This is an optimization exercise on Yosys and OpenROAD, whose aim is small area, a short achievable clock period and few clock cycles per item, not a production implementation. Only simulation tests tie the RTL to the original design; equivalence was not proved. Power figures rest on the tool's default switching activity, not on a simulated workload.

== run 1 ==
## g2c1_pie_tx
module g2c1_pie_tx (
    input  wire         clk,
    input  wire         rst,           
    input  wire         start,
    output wire         ready,
    input  wire [2:0]   msg_type,      
    input  wire [127:0] fields,        
    input  wire [31:0]  tari,          
    input  wire [31:0]  blf,           
    input  wire         trunc,
    output wire         pulse_valid,
    input  wire         pulse_ready,
    output wire [31:0]  pulse_dur,     
    output wire         pulse_last,
    output reg          done,
    output reg  [2:0]   err,
    output wire [2:0]   tx_type,
    output wire [5:0]   tx_len,
    output wire [31:0]  tx_bits,       
    output wire [5:0]   pulse_cnt
);
For scale: ~1100 cells after synthesis, ~290 I/O pins, ~0.011 mm2 of cells after synthesis.
==> flow/config.mk <==
export PLATFORM = sky130hd
export DESIGN_NAME = g2c1_pie_tx
export DESIGN_NICKNAME = g2c1_pie_tx
export VERILOG_FILES = /design/flow/design.v
export SDC_FILE = /design/flow/constraint.sdc
export NUM_CORES = 4
export LEC_CHECK = 0
export CAP_MARGIN = 20
export CORE_MARGIN = 2
export CORE_UTILIZATION = 55
export CTS_BUF_LIST = sky130_fd_sc_hd__clkbuf_8
export PLACE_DENSITY = 0.75
export SETUP_SLACK_MARGIN = 5
export SLEW_MARGIN = 20
==> flow/constraint.sdc <==
create_clock -name core_clock -period 9.0 [get_ports {clk}]
set_input_delay 1.8000 -clock core_clock [delete_from_list [all_inputs] [get_ports {clk}]]
set_output_delay 1.8000 -clock core_clock [all_outputs]
set_load 0.01 [all_outputs]
standard.sh (not shown) runs the stock make flow with config.mk's settings and CLKGATE_MAP_FILE= SYNTH_SCRIPT=/design/flow/synth_recipe.tcl, a recipe that flattens the netlist after the stock synthesis.
==> flow/flow/run.sh <==
#!/bin/bash
# The standard layout, with the smallest buffer on every input and output port
# (buffer_ports otherwise picks a 10 um2 delay buffer for each of them), and
# timing repair aimed at 5.5 ns of setup slack.
set -euo pipefail
export BUFFER_PORTS_ARGS="-buffer_cell sky130_fd_sc_hd__buf_1"
bash standard.sh SETUP_SLACK_MARGIN=5.5 finish > standard_flow.log 2>&1
Testbench counts of run 1, summed over its fixed seeds: cycles 41,008, items 1,280.
#### Input delta (run 2 over run 1)
- changing CORE_UTILIZATION from 55 to 40
- changing PLACE_DENSITY from 0.75 to 0.6
--- a/flow/flow/run.sh
+++ b/flow/flow/run.sh
@@ -4 +4 @@
-# timing repair aimed at 5.5 ns of setup slack.
+# timing repair aimed at 5.7 ns of setup slack.
@@ -7 +7 @@
-bash standard.sh SETUP_SLACK_MARGIN=5.5 finish > standard_flow.log 2>&1
+bash standard.sh SETUP_SLACK_MARGIN=5.7 finish > standard_flow.log 2>&1
==> run notes <==
From run 1 to run 2 the numbers moved as follows: wire length picked up an extra about 7%; least setup slack across all paths after layout fell by 0.020 ns; overall die area moved up; fraction of standard cell area that is sequential -2.9 points.
On global-route usage: between run 2 and run 1, it ends up higher for run 1.
Mapped cell area came out exactly the same in run 2 and run 1.
Largest incremental delay on the critical path (run 2 over run 1): decrease, 0.02 ns
Re number of cells after detailed placement: run 1 was lower than run 2.
Compared with run 1, run 2 shows a higher critical path data arrival time.
Relative to run 1, the clock tree buffer count of the final layout of run 2 is lower by 4.
In run 2 the number of non-clock buffers in the layout turned out 45 higher than in run 1.
Here is what was changed in the inputs of run 3 compared with run 2.
--- a/flow/flow/run.sh
+++ b/flow/flow/run.sh
@@ -4 +4 @@
-# timing repair aimed at 5.7 ns of setup slack.
+# timing repair aimed at 5.5 ns of setup slack.
@@ -7 +7 @@
-bash standard.sh SETUP_SLACK_MARGIN=5.7 finish > standard_flow.log 2>&1
+bash standard.sh SETUP_SLACK_MARGIN=5.5 finish > standard_flow.log 2>&1
### Flow results
Run 3 -> run 2: count of hold buffers inserted by post-cts repair delta 0, exact match
Run 3 has completed all stages; timing, DRC and antenna checks passed.
Count of multi-input gates of run 3 falls short of that of run 2 slightly.
Run 3: power consumed by combinational cells lower than run 2
Clock latency on the worst-skew pair delta (run 2 -> run 3): insignificant
In run 3, clock buffer count is higher than in run 2.
The more densely filled core belongs to run 2, not run 3.

## static timing again, ports no longer ideal
No port has a modelled driver above. Below, the same layouts with a new extraction and two added sets of constraints. Step 1 (the two cells are an assumption about what drives the block):
set clk [get_ports {clk}]
set_driving_cell -lib_cell sky130_fd_sc_hd__clkbuf_16 $clk
set_driving_cell -lib_cell sky130_fd_sc_hd__buf_2 [delete_from_list [all_inputs] $clk]
Step 2, shift: input delay + t, output delay - t, t = (earliest + latest rising clock arrival at the registers) / 2. This alone moves slack from input paths to output paths. Three values: ideal, step 1, step 2; two values: the first two.
run	t (ns)	slack for setup (ns)	worst setup path at the end
run 1	0.500	5.552 / 5.514 / 5.064	input to register
run 2	0.503	5.532 / 5.488 / 5.242	input to register
run 3	0.512	5.555 / 5.509 / 5.108	input to register
After both steps every run listed still meets setup and hold. For run 1, which loses most, drivers alone change the setup slack by -0.038 ns; drivers and shift together by -0.488 ns.
